Background: an optimization exercise with open tools, aiming at a short achievable clock period and few clock cycles. Do not read the settings as production practice. Function was checked by simulation only, so behaviour that the tests miss may differ from the original. Power and IR drop assume default switching activity.

**flow/run.sh**
```bash
#!/bin/bash
set -euo pipefail
export BUFFER_PORTS_ARGS="-buffer_cell sky130_fd_sc_hd__buf_4"
bash standard.sh > standard_flow.log 2>&1
```
**standard.sh**
```bash
#!/bin/bash
# synth_recipe.tcl (not shown) runs the flow's synth.tcl, then flattens the netlist and writes it again
# the make line also repeats each setting of config.mk as NAME=value (left out here)
make -C /OpenROAD-flow-scripts/flow DESIGN_CONFIG=/design/flow/config.mk WORK_HOME=/design/flow/orfs CLKGATE_MAP_FILE= SYNTH_SCRIPT=/design/flow/synth_recipe.tcl "${@:-finish}"
```
**config.mk**
```make
export PLATFORM = sky130hd
export DESIGN_NAME = uc1609_framer
export DESIGN_NICKNAME = uc1609_framer
export VERILOG_FILES = /design/flow/design.v
export SDC_FILE = /design/flow/constraint.sdc
export NUM_CORES = 4
export LEC_CHECK = 0
export CAP_MARGIN = 20
export CORE_MARGIN = 2
export CORE_UTILIZATION = 65
export CTS_CLUSTER_DIAMETER = 200
export CTS_CLUSTER_SIZE = 20
export SLEW_MARGIN = 20
```
**constraint.sdc**
```tcl
create_clock -name core_clock -period 12.0 [get_ports {clk}]
set_input_delay 2.4000 -clock core_clock [delete_from_list [all_inputs] [get_ports {clk}]]
set_output_delay 2.4000 -clock core_clock [all_outputs]
set_load 0.01 [all_outputs]
```
**design.v**
```verilog
module uc1609_framer (
    input  wire        clk,
    input  wire        rst,           
    input  wire        req_valid,
    input  wire [31:0] req_word,
    output wire        req_ready,
    output reg         sts_valid,
    output reg  [1:0]  sts_kind,      
    output reg  [3:0]  sts_code,      
    output wire [3:0]  fault_code,
    output wire [31:0] fault_req,
    output reg         fm_re,
    output reg  [16:0] fm_addr,
    input  wire [7:0]  fm_rdata,
    input  wire [16:0] fm_size,
    output reg         ev_valid,
    output reg  [2:0]  ev_type,
    output reg  [7:0]  ev_data,
    input  wire        ev_ready
);
    localparam [2:0] EV_TXN_BEGIN = 3'd0, EV_TXN_END = 3'd1,
                     EV_CS_ASSERT = 3'd2, EV_CS_DEASSERT = 3'd3,
                     EV_CD_COMMAND = 3'd4, EV_CD_DATA = 3'd5,
                     EV_BYTE = 3'd6, EV_RESET_PULSE = 3'd7;
    localparam [1:0] ST_DONE = 2'd0, ST_FAULT = 2'd1, ST_REJECTED = 2'd2;
    localparam [3:0] F_ILLEGAL_OP = 4'd1, F_RESERVED = 4'd2, F_VALUE_RANGE = 4'd3,
                     F_OVERLAP = 4'd4, F_ADDR_RANGE = 4'd5, F_NO_FONT = 4'd6,
                     F_FONT_OOB = 4'd7, F_GLYPH_WIDTH = 4'd8, F_CURSOR_OVF = 4'd9;
    localparam [7:0] OP_SENDCMD = 8'h01, OP_SETCUR = 8'h02, OP_CONTRAST = 8'h03,
                     OP_SCROLL = 8'h04, OP_ROTATE = 8'h05, OP_INVERT = 8'h06,
                     OP_ALLON = 8'h07, OP_DISPEN = 8'h08, OP_SYSRST = 8'h09,
                     OP_HWRST = 8'h0A, OP_INIT = 8'h0B, OP_PWRDN = 8'h0C,
                     OP_CLEAR = 8'h0D, OP_SETFONT = 8'h0E, OP_SETSCALE = 8'h0F,
                     OP_SETAA = 8'h10, OP_PUTC = 8'h11, OP_PUTCAT = 8'h12;
    localparam [7:0] VBIAS_DEFAULT = 8'h49;
    localparam [1:0] T_NONE = 2'd0, T_PF = 2'd1, T_SLOW = 2'd2, T_FONT = 2'd3;
    function [15:0] stretch;
        input [7:0] b;
        integer i;
        begin
            stretch = 16'd0;
            for (i = 0; i < 8; i = i + 1) begin
                stretch[2*i]   = b[i];
                stretch[2*i+1] = b[i];
            end
        end
    endfunction
    function [191:0] build_buf;
        input [39:0] g;
        input        aa;
        reg [15:0] c   [0:11];
        reg [15:0] add [0:11];
        reg [7:0]  s;
        reg [3:0]  wl, wr;
        integer x, o;
        begin
            for (x = 0; x < 12; x = x + 1) begin
                s = (x < 2) ? 8'h00 : g[8*(x/2-1) +: 8];
                c[x] = stretch(s);
                add[x] = 16'd0;
            end
            if (aa) begin
                for (x = 1; x <= 10; x = x + 1) begin
                    for (o = 0; o <= 10; o = o + 2) begin
                        wl = c[x][o +: 4];
                        wr = c[x+1][o +: 4];
                        if (wl == 4'b1100 && wr == 4'b0011) begin
                            add[x][o+1]   = 1'b1;
                            add[x+1][o+2] = 1'b1;
                        end else if (wl == 4'b0011 && wr == 4'b1100) begin
                            add[x][o+2]   = 1'b1;
                            add[x+1][o+1] = 1'b1;
                        end
                    end
                end
            end
            for (x = 0; x < 12; x = x + 1) begin
                build_buf[8*x +: 8]      = c[x][7:0]  | add[x][7:0];
                build_buf[8*(x+12) +: 8] = c[x][15:8] | add[x][15:8];
            end
        end
    endfunction
    function [23:0] cursor_bytes;
        input [7:0] c;
        input [2:0] p;
        begin
            cursor_bytes = {5'b10110, p, 4'h1, c[7:4], 4'h0, c[3:0]};
        end
    endfunction
    localparam integer X_IDLE = 0, X_PULSE = 1, X_TB = 2, X_CSA = 3, X_FR = 4,
                       X_RUN = 5, X_SR = 6, X_SW1 = 7, X_SW2 = 8, X_SP = 9,
                       X_CSD = 10, X_TE = 11, X_STS = 12;
    localparam integer Y_CMDS = 0, Y_CLR = 1, Y_REPOS = 2, Y_GTOP = 3;
    reg rst_q;
    always @(posedge clk) rst_q <= rst;
    reg        wv_q;
    reg        rdy_q;
    reg        busy_q;         
    reg [31:0] w_q;
    assign req_ready = rdy_q;
    wire acc = req_valid && !busy_q;
    reg [15:0] col_q;
    reg [2:0]  row_q;
    reg        scale2_q;
    reg        aa_q;
    reg        font_valid_q;
    reg [15:0] fontbase_q;
    reg [7:0]  fw_q;
    reg [7:0]  ffirst_q;
    reg [7:0]  flast_q;
    reg [7:0]  contrast_q;
    reg [7:0]  orient_q;
    reg [3:0]  df_q;           
    reg [31:0] dfr_q;          
    reg [9:0]  adv_q;          
    reg [17:0] bf3_q;          
    reg [16:0] b4_q;           
    reg [16:0] lim_q;          
    reg        lim_neg_q;      
    reg        fw_nz_q;        
    reg        fw_gt5_q;       
    reg [16:0] fm_size_q;
    reg [16:0] fsm3_q;         
    reg        jv;
    reg        j_ev;           
    reg [1:0]  j_kind;
    reg [3:0]  j_code;
    reg        j_pulse, j_txn, j_cmds, j_clr, j_repos, j_glyph, j_bot, j_s2, j_aa;
    reg        j_init;
    reg [7:0]  j_c0, j_c1;     
    reg [3:0]  j_ncmd;
    reg        j_n1;           
    reg [7:0]  j_rc;
    reg [2:0]  j_rr;
    reg [7:0]  j_gc;
    reg [2:0]  j_gr, j_gr1;
    reg [16:0] j_gaddr;
    reg [2:0]  j_nds;
    reg        j_nds1;
    reg [7:0]  j_nslow;
    reg        j_nslow1;
    reg        d_idle, d_s1, d_s2, d_s3, d_s4, d_s5, d_s6;
    reg [31:0] dw;
    reg        dw_font;        
    wire [7:0] op = dw[31:24];
    wire [7:0] fa = dw[23:16];
    wire [7:0] fb = dw[15:8];
    wire [7:0] fc = dw[7:0];
    reg        s1_rej;
    reg [3:0]  s1_f;
    reg        s1_char, s1_setcur, s1_contrast, s1_rotate, s1_clear, s1_setfont,
               s1_setscale, s1_setaa, s1_cmds, s1_init, s1_pwrdn, s1_hwrst;
    reg        s1_sc1, s1_sc2;
    reg [7:0]  s1_cmdb;
    reg [15:0] s1_ecol;
    reg [2:0]  s1_erow;
    reg        s1_cr, s1_lf, s1_tab, s1_bs, s1_prt;
    reg [7:0]  s1_gidx;
    reg        s1_gw;
    reg        s1_hdr_oob;
    reg [9:0]  s2_pp0, s2_pp1, s2_pp2, s2_pp3;
    reg [16:0] s2_tab;
    reg [16:0] s2_bsd;         
    reg [15:0] s2_colp;        
    reg [3:0]  s2_nl;
    reg        s2_ecol_ge;
    reg [3:0]  s2_f;
    reg [11:0] s3_q0, s3_q1;
    reg [3:0]  s3_f;
    reg        s3_tab_lt, s3_bs_lt;
    reg [15:0] s3_bs;
    reg [15:0] s4_goff;
    reg [3:0]  s4_f;
    reg        s4_ev, s4_pulse, s4_txn, s4_cmds, s4_clr, s4_repos, s4_glyph, s4_bot;
    reg [7:0]  s4_rc, s4_gc;
    reg [2:0]  s4_rr, s4_gr, s4_gr1;
    reg        s4_init;
    reg [7:0]  s4_c0, s4_c1;
    reg [3:0]  s4_ncmd;
    reg        s4_n1;
    reg [15:0] s4_col;
    reg [2:0]  s4_row;
    reg        s4_crwe;
    reg [16:0] s5_gaddr;
    reg        s5_ok, s5_fs;
    reg [1:0]  s5_kind;
    reg [3:0]  s5_code;
    reg [1:0]  fr_iss, fr_got;
    reg [7:0]  h_fw, h_ff, h_fl;
    reg [12:0] es;
    reg [4:0]  seg;            
    reg [2:0]  ph;
    reg [3:0]  fn;
    reg        fl;             
    reg [23:0] cq;             
    reg [3:0]  ci;             
    reg        e_init;
    reg [7:0]  e_c0, e_c1;
    reg [7:0]  fbr;            
    reg [7:0]  rcnt;
    reg        rl;             
    reg [2:0]  page;
    reg        e_txn, e_cmds, e_clr, e_repos, e_glyph, e_bot, e_s2, e_aa;
    reg [1:0]  e_kind;
    reg [3:0]  e_code;
    reg [7:0]  e_rc, e_gc;
    reg [2:0]  e_rr, e_gr, e_gr1;
    reg [2:0]  e_nds;
    reg        e_nds1;
    reg [7:0]  e_nslow;
    reg        e_nl1;          
    reg [7:0]  nb;
    reg [23:0] dsel;
    reg [39:0] gb;
    reg        pf_act;
    reg [2:0]  pf_iss, pf_got;
    reg        pf_bld;
    reg [16:0] pf_addr;
    reg [7:0]  sb;
    reg [1:0]  tag0_q, tag1_q;
    reg        o_last;
    reg        o_empty;        
    reg        s_v, s_ev, s_last;
    reg [2:0]  s_t;
    reg [7:0]  s_d;
    reg [1:0]  s_k;
    reg [3:0]  s_c;
    reg [3:0]  fo_code;
    reg [31:0] fo_req;
    assign fault_code = fo_code;
    assign fault_req  = fo_req;
    wire go = !s_v;
    wire p_has = es[X_PULSE] | es[X_TB] | es[X_CSA] | es[X_FR] | es[X_RUN] |
                 es[X_SP] | es[X_CSD] | es[X_TE] | es[X_STS];
    wire p_ev   = !es[X_STS];
    reg  p_last;               
    reg [2:0] p_t;
    reg [7:0] p_d;
    always @(*) begin
        p_t = EV_BYTE;
        if (es[X_PULSE])            p_t = EV_RESET_PULSE;
        if (es[X_TB])               p_t = EV_TXN_BEGIN;
        if (es[X_CSA])              p_t = EV_CS_ASSERT;
        if (es[X_FR] && ph[0])      p_t = EV_CD_COMMAND;
        if (es[X_FR] && ph[2])      p_t = EV_CD_DATA;
        if (es[X_CSD])              p_t = EV_CS_DEASSERT;
        if (es[X_TE])               p_t = EV_TXN_END;
        p_d = ({8{es[X_FR] & ph[1]}}            & fbr) |
              ({8{es[X_RUN] & !seg[Y_CLR]}}     & nb) |
              ({8{es[X_SP]}}                    & sb);
    end
    wire p_push = p_has && go;
    wire [191:0] gbb = e_s2 ? build_buf(gb, e_aa) : {144'd0, gb, 8'h00};
    reg  [7:0]   gnext;
    integer gk;
    always @(*) begin
        gnext = 8'h00;
        for (gk = 0; gk < 24; gk = gk + 1)
            gnext = gnext | ({8{dsel[gk]}} & gbb[8*gk +: 8]);
    end
    wire e_free = es[X_IDLE] || (go && p_last);
    wire e_load = jv && e_free;
    wire e_slow_rd = es[X_SR];
    wire d_font_rd = !d_idle && dw_font && (fr_iss != 2'd3);
    wire d_rd_ok   = !pf_act && !e_slow_rd && d_font_rd;
    wire [16:0] font_rd_addr = {1'b0, fa, fb} + {15'd0, fr_iss != 2'd0, fr_iss == 2'd2};
    reg [31:0] mask;
    always @(*) begin
        case (op)
            OP_SENDCMD, OP_SETCUR, OP_SETFONT:             mask = 32'hFF0000FF;
            OP_CONTRAST, OP_SCROLL, OP_ROTATE, OP_INVERT,
            OP_ALLON, OP_DISPEN, OP_SETSCALE, OP_SETAA,
            OP_PUTC:                                       mask = 32'hFF00FFFF;
            OP_PUTCAT:                                     mask = 32'hFF000000;
            default:                                       mask = 32'hFFFFFFFF;
        endcase
    end
    wire op_legal     = (op != 8'h00) && (op <= 8'h12);
    wire reserved_bad = ((dw & mask) != {op, 24'h000000});
    wire is_putcat    = (op == OP_PUTCAT);
    wire is_char      = (op == OP_PUTC) || is_putcat;
    wire c_cr  = (fa == 8'h0D);
    wire c_lf  = (fa == 8'h0A);
    wire c_tab = (fa == 8'h09);
    wire c_bs  = (fa == 8'h08);
    wire c_prt = !c_cr && !c_lf && !c_tab && !c_bs &&
                 (fa >= ffirst_q) && (fa <= flast_q);
    reg [3:0] f1;
    always @(*) begin
        f1 = 4'd0;
        if (!op_legal)
            f1 = F_ILLEGAL_OP;
        else if (reserved_bad)
            f1 = F_RESERVED;
        else begin
            case (op)
                OP_SENDCMD:  if ((fa & fb) != 8'h00) f1 = F_OVERLAP;
                OP_SETCUR:   if (fa >= 8'd192 || fb >= 8'd8) f1 = F_ADDR_RANGE;
                OP_SCROLL:   if (fa >= 8'd64) f1 = F_VALUE_RANGE;
                OP_ROTATE:   if ((fa & 8'hF9) != 8'h00) f1 = F_VALUE_RANGE;
                OP_INVERT, OP_ALLON, OP_DISPEN, OP_SETAA:
                             if (fa > 8'd1) f1 = F_VALUE_RANGE;
                OP_PUTCAT:   if (fb >= 8'd192 || fc >= 8'd8) f1 = F_ADDR_RANGE;
                default: ;
            endcase
            if (f1 == 4'd0 && is_char && !font_valid_q)
                f1 = F_NO_FONT;
        end
    end
    reg [7:0] cmdb;
    always @(*) begin
        case (op)
            OP_SENDCMD:  cmdb = fa | fb;
            OP_SCROLL:   cmdb = 8'h40 | fa;
            OP_ROTATE:   cmdb = 8'hC0 | fa;
            OP_INVERT:   cmdb = 8'hA6 | fa;
            OP_ALLON:    cmdb = 8'hA4 | fa;
            OP_DISPEN:   cmdb = 8'hAE | fa;
            OP_SYSRST:   cmdb = 8'hE2;
            default:     cmdb = 8'hAE;         
        endcase
    end
    reg        jb_ev, jb_pulse, jb_txn, jb_cmds, jb_clr, jb_repos, jb_glyph, jb_bot;
    reg [7:0]  jb_rc, jb_gc;
    reg [2:0]  jb_rr, jb_gr;
    reg [15:0] jb_col;
    reg [2:0]  jb_row;
    reg        jb_crwe;
    always @(*) begin
        jb_ev    = 1'b0;
        jb_pulse = 1'b0;
        jb_txn   = 1'b0;
        jb_cmds  = 1'b0;
        jb_clr   = 1'b0;
        jb_repos = 1'b0;
        jb_glyph = 1'b0;
        jb_bot   = 1'b0;
        jb_rc    = 8'd0;
        jb_rr    = 3'd0;
        jb_gc    = 8'd0;
        jb_gr    = 3'd0;
        jb_col   = s1_ecol;
        jb_row   = s1_erow;
        jb_crwe  = 1'b0;
        if (s1_cmds) begin
            jb_ev    = 1'b1;
            jb_txn   = 1'b1;
            jb_cmds  = 1'b1;
            jb_pulse = s1_init || s1_pwrdn;
        end
        if (s1_hwrst) begin
            jb_ev    = 1'b1;
            jb_pulse = 1'b1;
        end
        if (s1_setcur) begin
            jb_col   = {8'h00, fa};
            jb_row   = fb[2:0];
            jb_crwe  = 1'b1;
            jb_rc    = fa;
            jb_rr    = fb[2:0];
            jb_ev    = 1'b1;
            jb_txn   = 1'b1;
            jb_repos = 1'b1;
        end
        if (s1_clear) begin
            jb_col  = 16'd0;
            jb_row  = 3'd0;
            jb_crwe = 1'b1;
            jb_ev   = 1'b1;
            jb_txn  = 1'b1;
            jb_clr  = 1'b1;
        end
        if (s1_char) begin
            jb_crwe = 1'b1;
            if (s1_cr) begin
                jb_col = 16'd0;
            end else if (s1_lf) begin
                if (s2_nl[3]) begin
                    jb_col   = 16'd0;
                    jb_row   = 3'd0;
                    jb_clr   = 1'b1;
                    jb_repos = 1'b1;
                    jb_ev    = 1'b1;
                    jb_txn   = 1'b1;
                end else begin
                    jb_row = s2_nl[2:0];
                    jb_rc  = s1_ecol[7:0];
                    jb_rr  = s2_nl[2:0];
                    if (!s2_ecol_ge) begin
                        jb_repos = 1'b1;
                        jb_ev    = 1'b1;
                        jb_txn   = 1'b1;
                    end
                end
            end else if (s1_tab) begin
                jb_col = s2_tab[15:0];
                jb_rc  = s2_tab[7:0];
                jb_rr  = s1_erow;
                if (s3_tab_lt) begin
                    jb_repos = 1'b1;
                    jb_ev    = 1'b1;
                    jb_txn   = 1'b1;
                end
            end else if (s1_bs) begin
                jb_col = s3_bs;
                jb_rc  = s3_bs[7:0];
                jb_rr  = s1_erow;
                if (s3_bs_lt) begin
                    jb_repos = 1'b1;
                    jb_ev    = 1'b1;
                    jb_txn   = 1'b1;
                end
            end else if (s1_prt) begin
                jb_glyph = 1'b1;
                jb_ev    = 1'b1;
                jb_txn   = 1'b1;
                if (s2_ecol_ge) begin
                    jb_repos = 1'b1;
                    jb_col   = {6'd0, adv_q};
                    if (s2_nl[3]) begin
                        jb_clr = 1'b1;
                        jb_row = 3'd0;
                        jb_bot = 1'b1;
                    end else begin
                        jb_row = s2_nl[2:0];
                        jb_rr  = s2_nl[2:0];
                        jb_gr  = s2_nl[2:0];
                        jb_bot = (s2_nl[2:0] != 3'd7);
                    end
                end else begin
                    jb_gc  = s1_ecol[7:0];
                    jb_gr  = s1_erow;
                    jb_bot = (s1_erow != 3'd7);
                    jb_col = s2_colp;
                end
            end
        end
    end
    wire       g_oob = fw_nz_q && (lim_neg_q || {1'b0, s4_goff} >= lim_q);
    wire [3:0] f5    = (s4_f == 4'd0 && s1_char && s1_prt && g_oob) ? F_FONT_OOB : s4_f;
    wire font_ok  = !dw_font || (fr_got == 2'd3);
    wire d_commit = d_s6 && (!jv || e_load) && font_ok;
    wire d_take   = wv_q && (d_idle || d_commit);
    function [7:0] cmd_byte;
        input [3:0] idx;
        input       init;
        input [7:0] c0, c1;
        begin
            if (init) begin
                case (idx)
                    4'd0:    cmd_byte = 8'h27;
                    4'd1:    cmd_byte = 8'h8A;
                    4'd2:    cmd_byte = 8'hA1;
                    4'd3:    cmd_byte = 8'hEB;
                    4'd4:    cmd_byte = 8'h2F;
                    4'd5:    cmd_byte = 8'h81;
                    4'd6:    cmd_byte = c0;
                    4'd7:    cmd_byte = 8'hAF;
                    default: cmd_byte = c1;
                endcase
            end else begin
                cmd_byte = (idx == 4'd0) ? c0 : c1;
            end
        end
    endfunction
    function [34:0] next_seg;
        input [1:0]  lvl;
        input        cmds, clr, repos, glyph;
        input [3:0]  n;
        input        n1;
        input [23:0] q;
        input [7:0]  rc;
        input [2:0]  rr;
        input [7:0]  gc;
        input [2:0]  gr;
        begin
            if (lvl == 2'd0 && cmds)
                next_seg = {1'b0, 5'b00001, n, n1, q};
            else if (lvl <= 2'd1 && clr)
                next_seg = {1'b0, 5'b00010, 4'd3, 1'b0, cursor_bytes(8'd0, 3'd0)};
            else if (lvl <= 2'd2 && repos)
                next_seg = {1'b0, 5'b00100, 4'd3, 1'b0, cursor_bytes(rc, rr)};
            else if (glyph)
                next_seg = {1'b0, 5'b01000, 4'd3, 1'b0, cursor_bytes(gc, gr)};
            else
                next_seg = {1'b1, 5'b00001, 4'd3, 1'b0, q};
        end
    endfunction
    reg [12:0] es_n;
    reg [4:0]  seg_n;
    reg [2:0]  ph_n;
    reg [3:0]  fn_n;
    reg        fl_n;
    reg [23:0] cq_n;
    reg [3:0]  ci_n;
    reg [7:0]  rcnt_n;
    reg        rl_n;
    reg [2:0]  page_n;
    reg [7:0]  nslow_n;
    reg        nl1_n;
    reg [34:0] nx;
    always @(*) begin
        es_n    = es;
        seg_n   = seg;
        ph_n    = ph;
        fn_n    = fn;
        fl_n    = fl;
        cq_n    = cq;
        ci_n    = ci;
        rcnt_n  = rcnt;
        rl_n    = rl;
        page_n  = page;
        nslow_n = e_nslow;
        nl1_n   = e_nl1;
        nx      = 35'd0;
        if (p_push) begin
            es_n = 13'd0;
            if (es[X_PULSE]) begin
                es_n[X_TB]   = e_txn;
                es_n[X_IDLE] = !e_txn;
            end
            if (es[X_TB])  es_n[X_CSA] = 1'b1;
            if (es[X_CSA]) begin
                nx = next_seg(2'd0, e_cmds, e_clr, e_repos, e_glyph, fn, fl, cq, e_rc, e_rr, e_gc, e_gr);
                es_n[X_CSD] = nx[34];
                es_n[X_FR]  = !nx[34];
                seg_n  = nx[33:29];
                fn_n   = nx[28:25];
                fl_n   = nx[24];
                cq_n   = nx[23:0];
                ph_n   = 3'b001;
                page_n = 3'd0;
            end
            if (es[X_FR]) begin
                es_n[X_FR] = 1'b1;
                ph_n = {ph[1:0], ph[2]};
                if (ph[2]) begin
                    cq_n = {8'h00, cq[23:8]};
                    ci_n = ci + 4'd1;
                    fn_n = fn - 4'd1;
                    fl_n = (fn == 4'd2);
                    if (fl) begin
                        if (seg[Y_CMDS] || seg[Y_REPOS]) begin
                            if (seg[Y_CMDS])
                                nx = next_seg(2'd1, e_cmds, e_clr, e_repos, e_glyph, fn, fl, cq, e_rc, e_rr, e_gc, e_gr);
                            else
                                nx = next_seg(2'd3, e_cmds, e_clr, e_repos, e_glyph, fn, fl, cq, e_rc, e_rr, e_gc, e_gr);
                            es_n[X_FR]  = !nx[34];
                            es_n[X_CSD] = nx[34];
                            seg_n = nx[33:29];
                            fn_n  = nx[28:25];
                            fl_n  = nx[24];
                            cq_n  = nx[23:0];
                        end else begin
                            es_n[X_FR]  = 1'b0;
                            es_n[X_RUN] = 1'b1;
                            if (seg[Y_CLR]) begin
                                rcnt_n = 8'd192;
                                rl_n   = 1'b0;
                            end else if (seg[Y_GTOP] && !e_s2) begin
                                rcnt_n = {5'd0, e_nds};
                                rl_n   = e_nds1;
                            end else begin
                                rcnt_n = 8'd12;
                                rl_n   = 1'b0;
                            end
                        end
                    end
                end
            end
            if (es[X_RUN]) begin
                es_n[X_RUN] = 1'b1;
                rcnt_n = rcnt - 8'd1;
                rl_n   = (rcnt == 8'd2);
                if (rl) begin
                    es_n[X_RUN] = 1'b0;
                    if (seg[Y_CLR]) begin
                        if (page != 3'd7) begin
                            page_n = page + 3'd1;
                            cq_n   = cursor_bytes(8'd0, page + 3'd1);
                            fn_n   = 4'd3;
                            fl_n   = 1'b0;
                            es_n[X_FR] = 1'b1;
                        end else begin
                            nx = next_seg(2'd2, e_cmds, e_clr, e_repos, e_glyph, fn, fl, cq, e_rc, e_rr, e_gc, e_gr);
                            es_n[X_FR]  = !nx[34];
                            es_n[X_CSD] = nx[34];
                            seg_n = nx[33:29];
                            fn_n  = nx[28:25];
                            fl_n  = nx[24];
                            cq_n  = nx[23:0];
                        end
                    end else if (seg[Y_GTOP] && e_s2 && e_bot) begin
                        seg_n = 5'b10000;
                        cq_n  = cursor_bytes(e_gc, e_gr1);
                        fn_n  = 4'd3;
                        fl_n  = 1'b0;
                        es_n[X_FR] = 1'b1;
                    end else if (seg[Y_GTOP] && !e_s2 && e_nslow != 8'd0) begin
                        es_n[X_SR] = 1'b1;
                    end else begin
                        es_n[X_CSD] = 1'b1;
                    end
                end
            end
            if (es[X_SP]) begin
                nslow_n = e_nslow - 8'd1;
                nl1_n   = (e_nslow == 8'd2);
                es_n[X_CSD] = e_nl1;
                es_n[X_SR]  = !e_nl1;
            end
            if (es[X_CSD]) es_n[X_TE] = 1'b1;
            if (es[X_TE] || es[X_STS]) es_n[X_IDLE] = 1'b1;
        end
        if (es[X_SR])  es_n = 13'd1 << X_SW1;
        if (es[X_SW1]) es_n = 13'd1 << X_SW2;
        if (es[X_SW2]) es_n = 13'd1 << X_SP;
        if (e_load) begin
            es_n = 13'd0;
            es_n[X_STS]   = !j_ev;
            es_n[X_PULSE] = j_ev && j_pulse;
            es_n[X_TB]    = j_ev && !j_pulse;
            ci_n    = 4'd0;
            fn_n    = j_ncmd;
            fl_n    = j_n1;
            nslow_n = j_nslow;
            nl1_n   = j_nslow1;
        end
    end
    wire       src_v    = s_v || p_push;
    wire       src_ev   = s_v ? s_ev   : p_ev;
    wire       src_last = s_v ? s_last : p_last;
    wire [2:0] src_t    = s_v ? s_t    : p_t;
    wire [7:0] src_d    = s_v ? s_d    : p_d;
    wire [1:0] src_k    = s_v ? s_k    : e_kind;
    wire [3:0] src_c    = s_v ? s_c    : e_code;
    wire ev_take = src_v && src_ev && (o_empty ? 1'b1 : (ev_ready && !o_last));
    wire st_take = src_v && !src_ev && o_empty;
    wire take    = ev_take || st_take;
    wire o_bub   = !o_empty && ev_ready && o_last;
    always @(posedge clk) begin
        if (rst) begin
            rdy_q  <= 1'b0;
            busy_q <= 1'b1;
        end else if (rst_q) begin
            rdy_q  <= 1'b1;
            busy_q <= 1'b0;
        end else if (acc) begin
            rdy_q  <= 1'b0;
            busy_q <= 1'b1;
        end else if (d_take) begin
            rdy_q  <= 1'b1;
            busy_q <= 1'b0;
        end else begin
            rdy_q  <= !busy_q;
        end
        if (rst_q) begin
            wv_q         <= 1'b0;
            col_q        <= 16'd0;
            row_q        <= 3'd0;
            scale2_q     <= 1'b0;
            aa_q         <= 1'b0;
            font_valid_q <= 1'b0;
            contrast_q   <= VBIAS_DEFAULT;
            orient_q     <= 8'h00;
            df_q         <= 4'd0;
            jv           <= 1'b0;
            d_idle <= 1'b1; d_s1 <= 1'b0; d_s2 <= 1'b0; d_s3 <= 1'b0;
            d_s4 <= 1'b0; d_s5 <= 1'b0; d_s6 <= 1'b0;
            fr_iss       <= 2'd3;
            fr_got       <= 2'd3;
            es           <= 13'd1;
            p_last       <= 1'b0;
            pf_act       <= 1'b0;
            pf_bld       <= 1'b0;
            fm_re        <= 1'b0;
            tag0_q       <= T_NONE;
            tag1_q       <= T_NONE;
            ev_valid     <= 1'b0;
            o_empty      <= 1'b1;
            s_v          <= 1'b0;
            sts_valid    <= 1'b0;
            fo_code      <= 4'd0;
            fo_req       <= 32'd0;
        end else begin
            if (acc)
                wv_q <= 1'b1;
            else if (d_take)
                wv_q <= 1'b0;
            fm_re  <= pf_act || e_slow_rd || d_rd_ok;
            tag0_q <= pf_act ? T_PF : e_slow_rd ? T_SLOW : d_rd_ok ? T_FONT : T_NONE;
            tag1_q <= tag0_q;
            if (d_rd_ok)
                fr_iss <= fr_iss + 2'd1;
            if (tag1_q == T_FONT)
                fr_got <= fr_got + 2'd1;
            if (d_take) begin
                fr_iss <= 2'd0;
                fr_got <= 2'd0;
            end
            d_s2 <= d_s1;
            d_s3 <= d_s2;
            d_s4 <= d_s3;
            d_s5 <= d_s4;
            if (d_s5) d_s6 <= 1'b1;
            if (d_commit) begin
                d_s6   <= 1'b0;
                d_idle <= 1'b1;
            end
            d_s1 <= d_take;
            if (d_take) d_idle <= 1'b0;
            if (d_commit)
                jv <= 1'b1;
            else if (e_load)
                jv <= 1'b0;
            if (d_commit) begin
                if (s5_fs)
                    df_q <= s5_code;
                if (s5_ok) begin
                    if (s4_crwe) begin
                        col_q <= s4_col;
                        row_q <= s4_row;
                    end
                    if (s1_contrast) contrast_q <= fa;
                    if (s1_rotate)   orient_q   <= fa;
                    if (s1_setfont)  font_valid_q <= 1'b1;
                    if (s1_setscale && (s1_sc1 || s1_sc2)) scale2_q <= s1_sc2;
                    if (s1_setaa)    aa_q <= fa[0];
                end
            end
            es <= es_n;
            if (e_load)
                p_last <= !j_ev || (j_pulse && !j_txn);
            else
                p_last <= es_n[X_TE] || es_n[X_STS] || (es_n[X_PULSE] && !e_txn);
            if (e_load && j_glyph)
                pf_act <= 1'b1;
            else if (pf_act && pf_iss == 3'd4)
                pf_act <= 1'b0;
            pf_bld <= (tag1_q == T_PF) && (pf_got == 3'd4);
            sts_valid <= o_bub || st_take;
            ev_valid  <= ev_take || (!o_empty && !ev_ready);
            o_empty   <= !(ev_take || (!o_empty && !ev_ready));
            if (s_v)
                s_v <= !take;
            else
                s_v <= p_push && !take;
            if (st_take && src_k == ST_FAULT) begin
                fo_code <= df_q;
                fo_req  <= dfr_q;
            end
        end
    end
    always @(posedge clk) begin
        fm_size_q <= fm_size;
        fsm3_q    <= fm_size_q - 17'd3;
        adv_q     <= scale2_q ? ({1'b0, fw_q, 1'b0} + 10'd2) : ({2'b00, fw_q} + 10'd1);
        bf3_q     <= {2'b00, fontbase_q} + {10'd0, fw_q} + 18'd3;
        b4_q      <= {1'b0, fontbase_q} + 17'd4;
        lim_q     <= fm_size_q - bf3_q[16:0];
        lim_neg_q <= (bf3_q >= {1'b0, fm_size_q});
        fw_nz_q   <= (fw_q != 8'd0);
        fw_gt5_q  <= (fw_q > 8'd5);
        if (acc)
            w_q <= req_word;
        if (d_take) begin
            dw      <= w_q;
            dw_font <= (w_q[31:24] == OP_SETFONT);
        end
        s1_rej      <= (df_q != 4'd0);
        s1_f        <= f1;
        s1_char     <= is_char;
        s1_setcur   <= (op == OP_SETCUR);
        s1_contrast <= (op == OP_CONTRAST);
        s1_rotate   <= (op == OP_ROTATE);
        s1_clear    <= (op == OP_CLEAR);
        s1_setfont  <= (op == OP_SETFONT);
        s1_setscale <= (op == OP_SETSCALE);
        s1_setaa    <= (op == OP_SETAA);
        s1_cmds     <= (op == OP_SENDCMD) || (op == OP_CONTRAST) || (op == OP_SCROLL) ||
                       (op == OP_ROTATE) || (op == OP_INVERT) || (op == OP_ALLON) ||
                       (op == OP_DISPEN) || (op == OP_SYSRST) || (op == OP_INIT) ||
                       (op == OP_PWRDN);
        s1_init     <= (op == OP_INIT);
        s1_pwrdn    <= (op == OP_PWRDN);
        s1_hwrst    <= (op == OP_HWRST);
        s1_sc1      <= (fa == 8'd1);
        s1_sc2      <= (fa == 8'd2);
        s1_cmdb     <= cmdb;
        s1_ecol     <= is_putcat ? {8'h00, fb} : col_q;
        s1_erow     <= is_putcat ? fc[2:0] : row_q;
        s1_cr       <= c_cr;
        s1_lf       <= c_lf;
        s1_tab      <= c_tab;
        s1_bs       <= c_bs;
        s1_prt      <= c_prt;
        s1_gidx     <= fa - ffirst_q;
        s1_gw       <= scale2_q && (fw_q != 8'd5);
        s1_hdr_oob  <= ({1'b0, fa, fb} >= fsm3_q);
        s2_pp0     <= {2'b00, s1_gidx} * {8'd0, fw_q[1:0]};
        s2_pp1     <= {2'b00, s1_gidx} * {8'd0, fw_q[3:2]};
        s2_pp2     <= {2'b00, s1_gidx} * {8'd0, fw_q[5:4]};
        s2_pp3     <= {2'b00, s1_gidx} * {8'd0, fw_q[7:6]};
        s2_tab     <= {1'b0, s1_ecol} + {5'b0, adv_q, 2'b00};
        s2_bsd     <= {1'b0, s1_ecol} - {7'b0, adv_q};
        s2_colp    <= s1_ecol + {6'b0, adv_q};
        s2_nl      <= {1'b0, s1_erow} + (scale2_q ? 4'd2 : 4'd1);
        s2_ecol_ge <= (s1_ecol >= 16'd192);
        s2_f       <= (s1_f != 4'd0) ? s1_f :
                      (s1_setfont && s1_hdr_oob) ? F_FONT_OOB :
                      (s1_char && s1_prt && s1_gw) ? F_GLYPH_WIDTH : 4'd0;
        s3_q0      <= {2'b00, s2_pp0} + {s2_pp1, 2'b00};
        s3_q1      <= {2'b00, s2_pp2} + {s2_pp3, 2'b00};
        s3_tab_lt  <= (s2_tab[15:0] < 16'd192);
        s3_bs      <= s2_bsd[16] ? 16'd0 : s2_bsd[15:0];
        s3_bs_lt   <= s2_bsd[16] || (s2_bsd[15:0] < 16'd192);
        s3_f       <= (s2_f == 4'd0 && s1_char && s1_tab && s2_tab[16]) ? F_CURSOR_OVF : s2_f;
        s4_goff  <= {4'b0000, s3_q0} + {s3_q1, 4'b0000};
        s4_f     <= s3_f;
        s4_ev    <= jb_ev;
        s4_pulse <= jb_pulse;
        s4_txn   <= jb_txn;
        s4_cmds  <= jb_cmds;
        s4_clr   <= jb_clr;
        s4_repos <= jb_repos;
        s4_glyph <= jb_glyph;
        s4_bot   <= jb_bot;
        s4_rc    <= jb_rc;
        s4_rr    <= jb_rr;
        s4_gc    <= jb_gc;
        s4_gr    <= jb_gr;
        s4_gr1   <= jb_gr + 3'd1;
        s4_col   <= jb_col;
        s4_row   <= jb_row;
        s4_crwe  <= jb_crwe;
        s4_init  <= s1_init;
        s4_c0    <= s1_init ? contrast_q : s1_contrast ? 8'h81 : s1_cmdb;
        s4_c1    <= s1_init ? (8'hC0 | orient_q) : fa;
        s4_ncmd  <= s1_init ? 4'd9 : s1_contrast ? 4'd2 : 4'd1;
        s4_n1    <= !s1_init && !s1_contrast;
        s5_gaddr <= {1'b0, s4_goff} + b4_q;
        s5_ok    <= !s1_rej && (f5 == 4'd0);
        s5_fs    <= !s1_rej && (f5 != 4'd0);
        s5_kind  <= s1_rej ? ST_REJECTED : (f5 != 4'd0) ? ST_FAULT : ST_DONE;
        s5_code  <= s1_rej ? 4'd0 : f5;
        if (tag1_q == T_FONT) begin
            case (fr_got)
                2'd0:    h_fw <= fm_rdata;
                2'd1:    h_ff <= fm_rdata;
                default: h_fl <= fm_rdata;
            endcase
        end
        if (d_commit) begin
            if (s5_fs)
                dfr_q <= dw;
            if (s5_ok && s1_setfont) begin
                fontbase_q <= {fa, fb};
                fw_q       <= h_fw;
                ffirst_q   <= h_ff;
                flast_q    <= h_fl;
            end
            j_ev     <= s5_ok && s4_ev;
            j_kind   <= s5_kind;
            j_code   <= s5_code;
            j_pulse  <= s4_pulse;
            j_txn    <= s4_txn;
            j_cmds   <= s4_cmds;
            j_clr    <= s4_clr;
            j_repos  <= s4_repos;
            j_glyph  <= s5_ok && s4_glyph;
            j_bot    <= s4_bot;
            j_s2     <= scale2_q;
            j_aa     <= aa_q;
            j_init   <= s4_init;
            j_c0     <= s4_c0;
            j_c1     <= s4_c1;
            j_ncmd   <= s4_ncmd;
            j_n1     <= s4_n1;
            j_rc     <= s4_rc;
            j_rr     <= s4_rr;
            j_gc     <= s4_gc;
            j_gr     <= s4_gr;
            j_gr1    <= s4_gr1;
            j_gaddr  <= s5_gaddr;
            j_nds    <= fw_gt5_q ? 3'd6 : fw_q[2:0] + 3'd1;
            j_nds1   <= !fw_nz_q;
            j_nslow  <= fw_gt5_q ? fw_q - 8'd5 : 8'd0;
            j_nslow1 <= (fw_q == 8'd6);
        end
        if (e_free) begin
            e_txn   <= j_txn;
            e_cmds  <= j_cmds;
            e_clr   <= j_clr;
            e_repos <= j_repos;
            e_glyph <= j_glyph;
            e_bot   <= j_bot;
            e_s2    <= j_s2;
            e_aa    <= j_aa;
            e_kind  <= j_kind;
            e_code  <= j_code;
            e_rc    <= j_rc;
            e_rr    <= j_rr;
            e_gc    <= j_gc;
            e_gr    <= j_gr;
            e_gr1   <= j_gr1;
            e_nds   <= j_nds;
            e_nds1  <= j_nds1;
            e_init  <= j_init;
            e_c0    <= j_c0;
            e_c1    <= j_c1;
        end
        seg     <= seg_n;
        ph      <= ph_n;
        fn      <= fn_n;
        fl      <= fl_n;
        cq      <= cq_n;
        ci      <= ci_n;
        fbr     <= seg[Y_CMDS] ? cmd_byte(ci, e_init, e_c0, e_c1) : cq[7:0];
        rcnt    <= rcnt_n;
        rl      <= rl_n;
        page    <= page_n;
        e_nslow <= nslow_n;
        e_nl1   <= nl1_n;
        if (e_load && j_glyph) begin
            pf_iss  <= 3'd0;
            pf_got  <= 3'd0;
            pf_addr <= j_gaddr;
        end else begin
            if (pf_act) begin
                pf_iss  <= pf_iss + 3'd1;
                pf_addr <= pf_addr + 17'd1;
            end
            if (e_slow_rd)
                pf_addr <= pf_addr + 17'd1;
            if (tag1_q == T_PF)
                pf_got <= pf_got + 3'd1;
        end
        if (pf_act || e_slow_rd)
            fm_addr <= pf_addr;
        else if (d_rd_ok)
            fm_addr <= font_rd_addr;
        if (tag1_q == T_PF)
            gb <= {fm_rdata, gb[39:8]};
        if (tag1_q == T_SLOW)
            sb <= fm_rdata;
        if (pf_bld) begin
            nb   <= gbb[7:0];
            dsel <= 24'd2;
        end else if (es[X_RUN] && !seg[Y_CLR] && go) begin
            nb   <= gnext;
            dsel <= {dsel[22:0], 1'b0};
        end
        if (ev_take) begin
            ev_type <= src_t;
            ev_data <= src_d;
            o_last  <= src_last;
        end
        if (p_push) begin
            s_ev   <= p_ev;
            s_last <= p_last;
            s_t    <= p_t;
            s_d    <= p_d;
            s_k    <= e_kind;
            s_c    <= e_code;
        end
        if (st_take) begin
            sts_kind <= src_k;
            sts_code <= src_c;
        end else if (!o_empty && o_last) begin
            sts_kind <= ST_DONE;
            sts_code <= 4'd0;
        end
    end
endmodule
```
==> results.json, run 1 <==
{
  "synth_flop_cell": "dfxtp_1",
  "synth_top_area_share_pct": 31.7,
  "drv_cap": 0,
  "min_from": "s3_q0[2]",
  "multi_input_area_um2": 18700,
  "layout_worst_path_cycle_share_pct": 30.1,
  "worst_pin_slew_ns": 1.10,
  "grt_max_degree": 70,
  "async_flop_share_pct": 0,
  "syn_nets": 4725,
  "cts.repair.resized": 0,
  "min_path_type": "reg -> reg",
  "gp_congestion": 0.966,
  "yosys_warnings": 3,
  "finalHoldViolCount": 0,
  "finalClockSkew_ns": 0.0275,
  "period_minus_slack_ns": 3.61,
  "io_pins": 135,
  "cts-buffers-inserted": 59,
  "die_x_um": 273,
  "r2r_start": "fw_q[0]",
  "clk_pin_slew_ns": 0.08,
  "arrival_ns": 1.21,
  "pre_cts_ws_ns": 8.27,
  "tns_ns": 0,
  "status": "no timing/DRC/antenna violations",
  "synthesis.area_um2": 47000,
  "filler_cell_count": 5447,
  "vias": 33000,
  "root_buffer": "clkbuf_16",
  "postSynthAreaPerCell_um2": 10.7,
  "synth.largest_area_cell": "edfxtp_1",
  "critPathKind": "reg -> out",
  "initialDrtViolationCount": 3492,
  "first_pass_iters": 9,
  "grt_pass1_wl_um": 177000,
  "synth_cell_types": 88,
  "crit_family": "flip-flops",
  "finalMaxSlewViolations": 0,
  "vias_per_cell": 6.06,
  "synth_area_leaders": "edfxtp_1, dfxtp_1, ha_1",
  "rsz0062_at_grt": "false",
  "grt_pass1_vias": 30900,
  "r2r_cells": 13,
  "path_buf_inv": 1,
  "regArea_um2": 26600,
  "crit_fanout": 1,
  "cp_num_cells": 1,
  "portBuffers": 134,
  "synthToLayoutAreaGrowth_pct": 7.38,
  "r2r_setup_slack_ns": 8.67,
  "end_kind": "primary output",
  "ys_seq_area_share_pct": 56.5,
  "layout-drive-gt1-share_pct": 7.39,
  "grt.overflow.total": 0,
  "synth_edf_count": 497,
  "cp-start-kind": "flip-flop",
  "irDropWorstVdd_mv": 0.119,
  "fmax_mhz": 277,
  "floorplan.die.height_um": 273,
  "crit_required_ns": 9.60,
  "initial_core_util_pct": 65.7,
  "antenna_found_initial": 3,
  "postCtsSetupBuffers": 0,
  "whs_path_depth": 0,
  "p_leak_nw": 19.8,
  "h-tree-depth": 2,
  "hold_end": "s4_goff[2]",
  "worstSkewPairLatency_ns": 0.66,
  "slew_headroom_pct": 26.3,
  "fp.coreArea_um2": 71600,
  "ant_nets": 0,
  "p_per_area_nw_per_um2": 129,
  "placed_area_um2": 48800,
  "wl_per_cell_um": 21.0,
  "grtUsageTotal_pct": 30.5,
  "dieArea_um2": 74500,
  "cts.sinks": 1079,
  "postLayoutCellArea_um2": 50500,
  "slowest_delay_ns": 0.40,
  "wl_um": 114000,
  "slowest_stage": "edfxtp_1",
  "setup_viol": 0,
  "num_rows": 98,
  "setup_slack_ns": 8.39,
  "synth_seq_cells": 1079,
  "worstReg2RegEnd": "bf3_q[13]",
  "path_cells": "buf_4",
  "cts_tree": "done",
  "drc": 0,
  "holdBufCountCts": 0,
  "clockBufferDepth": 3,
  "final_nets": 4754,
  "netlist_instances": 4415,
  "dpl.hpwl_um": 80700
}
-- cell families (layout without fill, tap and decap cells) --
kind of cell,after synthesis,in the layout,synth area share [%]
buffers and inverters,469,546,3.75
XOR/XNOR,214,214,3.99
flip-flops,1079,1079,56.5
adder cells (fa/ha/maj),249,249,6.88
AO/OA/AOI/OAI,983,983,13.2
multiplexers,94,94,2.13
AND/OR/NAND/NOR,1327,1327,13.5
other,0,2,0
-- layout make-up --
class / count / share of cell area [%]
sequential: 1079 / 52.6
timing repair buffer: 176 / 2.62
antenna: 2 / 0.00991
inverter: 261 / 1.94
tap: 950 / 2.35
multi-input combinational: 2867 / 37.1
clock inverter: 2 / 0.0496
clock buffer: 107 / 3.32
-- how the worst max path moves through the flow --
stage / startpoint / end / slack (ns)
global route: fm_addr[14] / fm_addr[14] / 8.34
detailed placement: ev_ready / ev_data[2] / 8.27
global placement: ev_ready / ev_data[5] / 8.31
finish: fm_addr[14] / fm_addr[14] / 8.39
CTS: fm_addr[2] / fm_addr[2] / 8.36
floorplan: fr_got[0] / dfr_q[0] / 7.01
-- cell usage in the layout (no fill, tap or decap), types with 37 or more instances in the layout --
cell       instances
nand3_1           90
a22oi_1           45
xnor2_1          147
edfxtp_1         497
and2_1            86
nor3_1            61
ha_1             233
xor2_1            67
buf_4            176
nor2_1           306
clkbuf_16         60
mux2_2            43
nor2b_1           93
a21oi_1          316
inv_1            259
mux2i_1           49
nand2b_1          49
a31oi_1           37
dfxtp_1          580
a21o_1            46
o21ai_0          227
nand2_1          451
clkbuf_1          47
nand4_1           38
-- layer usage --
layer  global-route usage [%]  wire [um]
met4                     8.99       3400
met3                     5.41      10400
met2                     45.6      49100
met5                        0          0
met1                     45.6      51300
-- through the flow --
step	hold WS [ns]	total power, W	utilization [%]	instances
CTS	0.331	0.00653	70.5	5441
global route	0.334	0.00672	70.5	5442
floorplan	0.310	0.00434	-	4415
detailed placement	0.312	0.00448	68.1	5332
global placement	0.311	0.00447	68.1	5332
finish	0.328	0.00650	70.5	5444
-- flip-flops by register name, summed over array words and instances, names as in the netlist, 17 cells and up, named ones only --
register / cells
w_q: 32
fo_req: 32
dsel: 23
bf3_q: 17
gb: 40
pf_addr: 17
fm_addr: 17
s2_tab: 17
j_gaddr: 17
cq: 24
dfr_q: 32
dw: 32
s5_gaddr: 17
fm_size_q: 17
fsm3_q: 17
b4_q: 17
lim_q: 17
-- power by group --
| group | total [W] | switching (W) | leakage [nW] | internal [W] |
|---|---|---|---|---|
| clock network | 0.00210 | 0.00115 | 0.806 | 0.000947 |
| registers | 0.00399 | 0.0000732 | 9.46 | 0.00392 |
| logic | 0.000407 | 0.000227 | 9.50 | 0.000180 |
| total | 0.00650 | 0.00145 | 19.8 | 0.00505 |
-- Yosys cell counts, drive strengths merged (10+ instances only) --
library cell,n
xor2,67
clkbuf,195
o221ai,20
nand3,90
fa,16
a21oi,317
nor3b,23
inv,260
nand4,38
edfxtp,497
mux2i,50
mux2,44
nand2b,52
a21boi,11
o211ai,14
o221a,18
a21o,46
o21ai,245
a22oi,45
and3,32
ha,233
nor2b,95
buf,13
a211oi,26
a22o,23
o22ai,21
o21a,21
o21bai,19
nor2,308
nand2,452
or2,14
and2,87
dfxtp,582
nor3,61
or3,14
a221oi,10
xnor2,147
nor4,27
o31ai,15
a31oi,37
Testbench counts, summed over its fixed seeds: cycles 127,442.
==> inputs of run 2 (changes only) <==
--- a/design.v
+++ b/design.v
@@ -183,9 +183,11 @@
     reg        s4_crwe;
     reg [16:0] s5_gaddr;
     reg        s5_ok, s5_fs;
+    reg        s5_crwe, s5_contrast, s5_rotate, s5_font, s5_scale, s5_aa;   
     reg [1:0]  s5_kind;
     reg [3:0]  s5_code;
     reg [1:0]  fr_iss, fr_got;
+    reg        fr_done;
     reg [7:0]  h_fw, h_ff, h_fl;
     reg [12:0] es;
     reg [4:0]  seg;            
@@ -438,8 +440,9 @@
     end
     wire       g_oob = fw_nz_q && (lim_neg_q || {1'b0, s4_goff} >= lim_q);
     wire [3:0] f5    = (s4_f == 4'd0 && s1_char && s1_prt && g_oob) ? F_FONT_OOB : s4_f;
-    wire font_ok  = !dw_font || (fr_got == 2'd3);
-    wire d_commit = d_s6 && (!jv || e_load) && font_ok;
+    wire font_ok  = !dw_font || fr_done;
+    wire jdat_en  = !jv || e_free;
+    wire d_commit = d_s6 && jdat_en && font_ok;
     wire d_take   = wv_q && (d_idle || d_commit);
     function [7:0] cmd_byte;
         input [3:0] idx;
@@ -669,6 +672,7 @@
             d_s4 <= 1'b0; d_s5 <= 1'b0; d_s6 <= 1'b0;
             fr_iss       <= 2'd3;
             fr_got       <= 2'd3;
+            fr_done      <= 1'b0;
             es           <= 13'd1;
             p_last       <= 1'b0;
             pf_act       <= 1'b0;
@@ -692,11 +696,15 @@
             tag1_q <= tag0_q;
             if (d_rd_ok)
                 fr_iss <= fr_iss + 2'd1;
-            if (tag1_q == T_FONT)
+            if (tag1_q == T_FONT) begin
                 fr_got <= fr_got + 2'd1;
+                if (fr_got == 2'd2)
+                    fr_done <= 1'b1;
+            end
             if (d_take) begin
-                fr_iss <= 2'd0;
-                fr_got <= 2'd0;
+                fr_iss  <= 2'd0;
+                fr_got  <= 2'd0;
+                fr_done <= 1'b0;
             end
             d_s2 <= d_s1;
             d_s3 <= d_s2;
@@ -716,17 +724,15 @@
             if (d_commit) begin
                 if (s5_fs)
                     df_q <= s5_code;
-                if (s5_ok) begin
-                    if (s4_crwe) begin
-                        col_q <= s4_col;
-                        row_q <= s4_row;
-                    end
-                    if (s1_contrast) contrast_q <= fa;
-                    if (s1_rotate)   orient_q   <= fa;
-                    if (s1_setfont)  font_valid_q <= 1'b1;
-                    if (s1_setscale && (s1_sc1 || s1_sc2)) scale2_q <= s1_sc2;
-                    if (s1_setaa)    aa_q <= fa[0];
+                if (s5_crwe) begin
+                    col_q <= s4_col;
+                    row_q <= s4_row;
                 end
+                if (s5_contrast) contrast_q   <= fa;
+                if (s5_rotate)   orient_q     <= fa;
+                if (s5_font)     font_valid_q <= 1'b1;
+                if (s5_scale)    scale2_q     <= s1_sc2;
+                if (s5_aa)       aa_q         <= fa[0];
             end
             es <= es_n;
             if (e_load)
@@ -841,6 +847,12 @@
         s5_gaddr <= {1'b0, s4_goff} + b4_q;
         s5_ok    <= !s1_rej && (f5 == 4'd0);
         s5_fs    <= !s1_rej && (f5 != 4'd0);
+        s5_crwe     <= !s1_rej && (f5 == 4'd0) && s4_crwe;
+        s5_contrast <= !s1_rej && (f5 == 4'd0) && s1_contrast;
+        s5_rotate   <= !s1_rej && (f5 == 4'd0) && s1_rotate;
+        s5_font     <= !s1_rej && (f5 == 4'd0) && s1_setfont;
+        s5_scale    <= !s1_rej && (f5 == 4'd0) && s1_setscale && (s1_sc1 || s1_sc2);
+        s5_aa       <= !s1_rej && (f5 == 4'd0) && s1_setaa;
         s5_kind  <= s1_rej ? ST_REJECTED : (f5 != 4'd0) ? ST_FAULT : ST_DONE;
         s5_code  <= s1_rej ? 4'd0 : f5;
         if (tag1_q == T_FONT) begin
@@ -853,12 +865,14 @@
         if (d_commit) begin
             if (s5_fs)
                 dfr_q <= dw;
-            if (s5_ok && s1_setfont) begin
+            if (s5_font) begin
                 fontbase_q <= {fa, fb};
                 fw_q       <= h_fw;
                 ffirst_q   <= h_ff;
                 flast_q    <= h_fl;
             end
+        end
+        if (jdat_en) begin
             j_ev     <= s5_ok && s4_ev;
             j_kind   <= s5_kind;
             j_code   <= s5_code;
==> run 2 against run 1 <==
Against the previous run: first-iteration DRC count up 11%; clock-buffer cell count decreased by 7; area after synthesis increased by 1.5%; critical endpoint is now fm_addr[7]; highest routed layer is now met5.
==> results.json, run 2 <==
{
  "tns_ns": 0,
  "grt.overflow.total": 0,
  "top_register": "gb",
  "path_cells": "buf_4",
  "multi_input_area_um2": 19300,
  "initial_core_util_pct": 65.6,
  "largest_reg_flops": 40,
  "synth_common_cells": "dfxtp_1, edfxtp_1, nand2_1, nor2_1, a21oi_1",
  "clk_pin_slew_ns": 0.08,
  "finalClockSkew_ns": 0.0223,
  "drc": 0,
  "synth_cell_types": 85,
  "synthesis.area_um2": 47700,
  "setup_viol": 0,
  "final_nets": 4862,
  "slew_headroom_pct": 24.3,
  "synth-simple-area-share_pct": 14.1,
  "cts.repair.resized": 0,
  "internal-power_w": 0.00509,
  "cp-start-kind": "flip-flop",
  "syn_nets": 4829,
  "slowest_stage": "edfxtp_1",
  "synth-xor-area-share_pct": 3.63,
  "crit_required_ns": 9.60,
  "status": "no timing/DRC/antenna violations",
  "synth_seq_cells": 1086,
  "final_cell_mix": "dfxtp_1, edfxtp_1, nand2_1, nor2_1, a21oi_1",
  "dieArea_um2": 75600,
  "postCtsSetupBuffers": 0,
  "crit_family": "flip-flops",
  "fp.coreArea_um2": 72800,
  "initialDrtViolationCount": 3892,
  "cts-buffers-inserted": 60,
  "layout_worst_path_cycle_share_pct": 30.2,
  "finalHoldViolCount": 0,
  "grt_pass1_vias": 31500,
  "root_buffer": "clkbuf_16",
  "antenna_found_initial": 2,
  "power_frac_seq_pct": 61.5,
  "swShare_pct": 22.3,
  "floorplan.die.height_um": 275,
  "fin_hold_ws_ns": 0.331,
  "portBuffers": 134,
  "vias": 34100,
  "netlist_instances": 4519,
  "ant_nets": 0,
  "die_x_um": 275,
  "rsz0062_at_grt": "false",
  "clockBufferDepth": 3,
  "arrival_ns": 1.22,
  "postSynthAreaPerCell_um2": 10.6,
  "cts.sinks": 1086,
  "grtUsageTotal_pct": 31.8,
  "p_leak_nw": 20.0,
  "synth.largest_area_cell": "edfxtp_1",
  "vias_per_cell": 6.15,
  "wl_per_cell_um": 21.9,
  "synth_area_leaders": "edfxtp_1, dfxtp_1, ha_1",
  "combPwrFrac_pct": 6.3,
  "slowest_delay_ns": 0.40,
  "fmax_mhz": 276,
  "gp_congestion": 0.976,
  "synth-compound-area-share_pct": 13.5,
  "num_rows": 99,
  "synth_top_family_by_area": "simple AND/OR/NAND/NOR gates",
  "ys_seq_area_share_pct": 56.0,
  "min_path_type": "reg -> reg",
  "synth_top_area_share_pct": 31.3,
  "grt_max_degree": 65,
  "synth_most_common_cell": "dfxtp_1",
  "regArea_um2": 26700,
  "h-tree-depth": 2,
  "p_clk_share_pct": 32.3,
  "cts_tree": "done",
  "worst_pin_slew_ns": 1.13,
  "irDropWorstVdd_mv": 0.136,
  "power_switching_w": 0.00146,
  "final_common_cell": "dfxtp_1",
  "yosys_warnings": 3,
  "end_kind": "primary output",
  "async_flop_share_pct": 0,
  "drv_cap": 0,
  "grt_pass1_wl_um": 185000,
  "period_minus_slack_ns": 3.62,
  "path_buf_inv": 1,
  "p_total_w": 0.00655,
  "synth_edf_count": 497,
  "worstSkewPairLatency_ns": 0.68,
  "synth_flop_cell": "dfxtp_1",
  "finalMaxSlewViolations": 0,
  "synth_adder_area_share_pct": 6.78,
  "synth_mux_area_share_pct": 2.32,
  "filler_cell_count": 5447,
  "crit_fanout": 1,
  "first_pass_iters": 9,
  "holdBufCountCts": 0,
  "critPathKind": "reg -> out",
  "layout-drive-gt1-share_pct": 7.34,
  "wl_um": 122000,
  "p_per_area_nw_per_um2": 128,
  "synthToLayoutAreaGrowth_pct": 7.34,
  "io_pins": 135,
  "dpl.hpwl_um": 87000
}
-- run 2: logic make-up after synthesis --
family / Yosys count
buffers and inverters: 477
muxes: 105
AOI/OAI and AO/OA: 1015
adders and majority gates: 249
DFF: 1086
xor gates and xnor gates: 198
and+or+nand+nor: 1389
-- run 2: metal layers --
metal	GRT usage, %	vias up	part of all wire (%)
li1	-	16100	-
met1	48.3	16200	45
met2	47.6	1582	43
met3	4.71	246	9.0
met4	9.09	2	3.0
met5	0	-	0.011
-- run 2: stage by stage --
stage / instance area [um2] / cells / utilization [%] / setup slack [ns]
after floorplan: 47700 / 4519 / - / 7.66
after global placement: 49500 / 5448 / 68.0 / 8.31
after detailed placement: 49500 / 5448 / 68.0 / 8.25
after CTS: 51200 / 5552 / 70.3 / 8.34
after global routing: 51200 / 5553 / 70.4 / 8.30
final: 51200 / 5554 / 70.4 / 8.38
-- run 2: power groups by stage --
stage,Clock [W],Sequential (W),Combinational [W]
after floorplan,0,0.00408,0.000302
after detailed placement,0,0.00411,0.000405
after CTS,0.00215,0.00403,0.000408
final,0.00211,0.00403,0.000411
after global placement,0,0.00411,0.000394
after global routing,0.00228,0.00404,0.000460
-- run 2: area by class of cell --
| type | count | share of cell area (%) |
|---|---|---|
| inverter | 270 | 1.98 |
| clock inverter | 4 | 0.120 |
| sequential | 1086 | 52.1 |
| clock buffer | 100 | 3.22 |
| antenna | 1 | 0.00488 |
| timing repair buffer | 178 | 2.61 |
| tap | 959 | 2.34 |
| multi-input combinational | 2956 | 37.6 |
-- run 2: final timing paths --
kind	endpoint	cells after the start	startpoint	slack, ns
max	fm_addr[7]	1	fm_addr[7]	8.38
min	s3_q1[0]	0	s2_pp2[0]	0.33
max reg2reg	flip-flop	9	s_v	8.43
min reg2reg	s3_q1[0]	0	s2_pp2[0]	0.33
Testbench counts of run 2, summed over its fixed seeds: cycles 127,442.
==> inputs of run 3 (changes only) <==
--- a/design.v
+++ b/design.v
@@ -229,6 +229,9 @@
     reg [3:0]  s_c;
     reg [3:0]  fo_code;
     reg [31:0] fo_req;
+    reg        fv;             
+    reg [2:0]  ev_sh_t;        
+    reg [7:0]  ev_sh_d;        
     assign fault_code = fo_code;
     assign fault_req  = fo_req;
     wire go = !s_v;
@@ -641,6 +644,7 @@
     wire st_take = src_v && !src_ev && o_empty;
     wire take    = ev_take || st_take;
     wire o_bub   = !o_empty && ev_ready && o_last;
+    wire fv_n    = !rst_q && (fv || (st_take && src_k == ST_FAULT));
     always @(posedge clk) begin
         if (rst) begin
             rdy_q  <= 1'b0;
@@ -684,8 +688,7 @@
             o_empty      <= 1'b1;
             s_v          <= 1'b0;
             sts_valid    <= 1'b0;
-            fo_code      <= 4'd0;
-            fo_req       <= 32'd0;
+            fv           <= 1'b0;
         end else begin
             if (acc)
                 wv_q <= 1'b1;
@@ -751,10 +754,8 @@
                 s_v <= !take;
             else
                 s_v <= p_push && !take;
-            if (st_take && src_k == ST_FAULT) begin
-                fo_code <= df_q;
-                fo_req  <= dfr_q;
-            end
+            if (st_take && src_k == ST_FAULT)
+                fv <= 1'b1;
         end
     end
     always @(posedge clk) begin
@@ -949,10 +950,7 @@
             if (tag1_q == T_PF)
                 pf_got <= pf_got + 3'd1;
         end
-        if (pf_act || e_slow_rd)
-            fm_addr <= pf_addr;
-        else if (d_rd_ok)
-            fm_addr <= font_rd_addr;
+        fm_addr <= (pf_act || e_slow_rd) ? pf_addr : font_rd_addr;
         if (tag1_q == T_PF)
             gb <= {fm_rdata, gb[39:8]};
         if (tag1_q == T_SLOW)
@@ -965,10 +963,12 @@
             dsel <= {dsel[22:0], 1'b0};
         end
         if (ev_take) begin
-            ev_type <= src_t;
-            ev_data <= src_d;
+            ev_sh_t <= ~src_t;
+            ev_sh_d <= ~src_d;
             o_last  <= src_last;
         end
+        ev_type <= ev_take ? src_t : ~ev_sh_t;
+        ev_data <= ev_take ? src_d : ~ev_sh_d;
         if (p_push) begin
             s_ev   <= p_ev;
             s_last <= p_last;
@@ -977,12 +977,9 @@
             s_k    <= e_kind;
             s_c    <= e_code;
         end
-        if (st_take) begin
-            sts_kind <= src_k;
-            sts_code <= src_c;
-        end else if (!o_empty && o_last) begin
-            sts_kind <= ST_DONE;
-            sts_code <= 4'd0;
-        end
+        sts_kind <= st_take ? src_k : ST_DONE;
+        sts_code <= st_take ? src_c : 4'd0;
+        fo_code  <= fv_n ? df_q  : 4'd0;
+        fo_req   <= fv_n ? dfr_q : 32'd0;
     end
 endmodule
==> run 3 against run 2 <==
Against the previous run: first-iteration DRC count fell by 2.5%; worst setup slack improved by 0.071 ns; combinational power rose by 1%; core utilization rose by 0.15 points; still clean; critical path depth did not move; critical endpoint is now fm_addr[2]; critical path type unchanged.
==> results.json, run 3 <==
{
  "status": "no timing/DRC/antenna violations",
  "synth_most_common_cell": "dfxtp_1",
  "postSynthAreaPerCell_um2": 10.6,
  "wl_um": 120000,
  "num_rows": 99,
  "rsz0062_at_grt": "false",
  "final_cell_mix": "dfxtp_1, edfxtp_1, nand2_1, nor2_1, inv_1",
  "first_pass_iters": 6,
  "crit_fanout": 1,
  "portBuffers": 134,
  "fin_hold_ws_ns": 0.327,
  "fmax_mhz": 282,
  "synth_mux_area_share_pct": 2.47,
  "p_per_area_nw_per_um2": 129,
  "tns_ns": 0,
  "root_buffer": "clkbuf_16",
  "regArea_um2": 26700,
  "netlist_instances": 4538,
  "slowest_delay_ns": 0.35,
  "cts.sinks": 1098,
  "yosys_warnings": 3,
  "cts_tree": "done",
  "synthesis.area_um2": 47900,
  "layout-drive-gt1-share_pct": 7.22,
  "synth_area_leaders": "edfxtp_1, dfxtp_1, ha_1",
  "finalHoldViolCount": 0,
  "initial_core_util_pct": 65.7,
  "holdBufCountCts": 0,
  "slew_headroom_pct": 26.3,
  "min_path_type": "reg -> reg",
  "synth_seq_cells": 1098,
  "filler_cell_count": 5463,
  "crit_required_ns": 9.60,
  "drc": 0,
  "setup_viol": 0,
  "vias": 33900,
  "clockBufferDepth": 3,
  "clk_pin_slew_ns": 0.11,
  "p_total_w": 0.00662,
  "synth_edf_count": 474,
  "drv_cap": 0,
  "finalMaxSlewViolations": 0,
  "synth-simple-area-share_pct": 14.3,
  "fp.coreArea_um2": 73000,
  "dpl.hpwl_um": 85900,
  "async_flop_share_pct": 0,
  "final_common_cell": "dfxtp_1",
  "postLayoutCellArea_um2": 51400,
  "cts-buffers-inserted": 60,
  "wl_per_cell_um": 21.6,
  "ys_seq_area_share_pct": 55.8,
  "synth_flop_cell": "dfxtp_1",
  "grt_max_degree": 71,
  "end_kind": "primary output",
  "synth_common_cells": "dfxtp_1, edfxtp_1, nand2_1, nor2_1, inv_1",
  "placed_area_um2": 49700,
  "crit_family": "flip-flops",
  "synth_cell_types": 89,
  "antenna_found_initial": 7,
  "gp_congestion": 0.944,
  "synth-xor-area-share_pct": 3.60,
  "die_x_um": 276,
  "path_cells": "buf_4",
  "grt_pass1_vias": 31600,
  "synth_top_area_share_pct": 29.7,
  "grt_pass1_wl_um": 185000,
  "syn_nets": 4848,
  "arrival_ns": 1.15,
  "final_nets": 4877,
  "initialDrtViolationCount": 3794,
  "worst_pin_slew_ns": 1.08,
  "synth-compound-area-share_pct": 13.2,
  "multi_input_area_um2": 19400,
  "synthToLayoutAreaGrowth_pct": 7.35,
  "postCtsSetupBuffers": 0,
  "h-tree-depth": 2,
  "synth_top_family_by_area": "simple AND/OR/NAND/NOR gates",
  "grt.overflow.total": 0,
  "ant_nets": 0,
  "vias_per_cell": 6.09,
  "layout_worst_path_cycle_share_pct": 29.6,
  "synth.largest_area_cell": "edfxtp_1",
  "finalClockSkew_ns": 0.0327,
  "cts.repair.resized": 0,
  "grtUsageTotal_pct": 31.5,
  "floorplan.die.height_um": 276,
  "p_leak_nw": 20.3,
  "top_register": "gb",
  "path_buf_inv": 1,
  "cp-start-kind": "flip-flop",
  "critPathKind": "reg -> out",
  "dieArea_um2": 75900,
  "worstSkewPairLatency_ns": 0.68,
  "num_antenna_cells": 0,
  "irDropWorstVdd_mv": 0.137,
  "slowest_stage": "dfxtp_1",
  "largest_reg_flops": 40,
  "io_pins": 135,
  "synth_adder_area_share_pct": 6.75,
  "period_minus_slack_ns": 3.55
}
-- run 3: cell count changes after synthesis, moves of 14 or more --
| cell | previous run | this run |
|---|---|---|
| a21oi_1 | 303 | 261 |
| a221oi_1 | 8 | 26 |
| and2_1 | 87 | 124 |
| dfxtp_1 | 589 | 624 |
| edfxtp_1 | 497 | 474 |
| inv_1 | 268 | 282 |
| nand2_1 | 433 | 403 |
| nand2b_1 | 53 | 69 |
| o211ai_1 | 28 | 43 |
-- run 3: cell families after synthesis --
kind of cell               after synthesis
AOI/OAI and AO/OA                      984
xor gates and xnor gates               197
adders and majority gates              249
buffers and inverters                  495
DFF                                   1098
muxes                                  113
and+or+nand+nor                       1402
-- run 3: stage by stage --
| step | std cells | utilization [%] | setup slack [ns] |
|---|---|---|---|
| after floorplan | 4538 | - | 7.66 |
| after global placement | 5462 | 68.1 | 8.20 |
| after detailed placement | 5462 | 68.1 | 8.14 |
| after CTS | 5570 | 70.5 | 8.43 |
| after global routing | 5572 | 70.5 | 8.34 |
| final | 5572 | 70.5 | 8.45 |
-- run 3: final timing paths --
kind,cells past startpoint,from,slack [ns],end
setup / recovery,1,fm_addr[2],8.45,fm_addr[2]
hold / removal,0,s3_q0[3],0.33,s4_goff[3]
setup reg to reg,10,dw_font,8.56,flip-flop
hold reg to reg,0,s3_q0[3],0.33,s4_goff[3]
-- run 3: cell type report --
class,count,share of cell area (%)
Tap cell,959,2.33
Multi-Input combinational cell,2945,37.7
Clock inverter,3,0.0924
Sequential cell,1098,51.9
Timing Repair Buffer,178,2.63
Inverter,284,2.07
Clock buffer,105,3.27
-- run 3: power by group --
part,leakage (nW),switching (W),internal [W],total [W]
Combinational,9.72,0.000235,0.000182,0.000417
Clock,0.819,0.00118,0.000955,0.00214
Sequential,9.76,0.0000698,0.00399,0.00406
-- run 3: routing by layer --
| layer | global-route usage [%] | up-vias | share of wire (%) |
|---|---|---|---|
| met3 | 4.59 | 219 | 9.0 |
| met4 | 9.72 | 0 | 3.2 |
| met5 | 0 | - | 0 |
| met1 | 47.4 | 16100 | 45 |
| li1 | - | 16100 | - |
| met2 | 47.3 | 1487 | 43 |
Testbench counts of run 3, summed over its fixed seeds: cycles 127,442.

## re-timing with driven ports
The flow's constraints put no driver on any port. The routed layouts listed below were extracted and timed again, unchanged, in two steps. Step 1: set_driving_cell puts a clkbuf_16 on clk and a buf_2 on each other input, an assumption about the parent block. Step 2 times the ports against the registers' clock, not the clock port: input delays grow and output delays shrink by t, the midpoint of the rising clock arrivals with the driver on. Slacks: ideal / step 1 / step 2; pairs: ideal / step 1.
run	t, ns	setup WS [ns]	slew at the worst register clock pin (ns)
run 1	0.713	8.389 / 8.321 / 8.275	0.10 / 0.10
run 2	0.730	8.378 / 8.309 / 8.252	0.10 / 0.10
run 3	0.732	8.449 / 8.381 / 8.293	0.11 / 0.11
After both steps setup and hold are still met in every run listed. The setup slack of run 3, which loses most, moves by -0.068 ns with the drivers and by -0.156 ns with both steps.
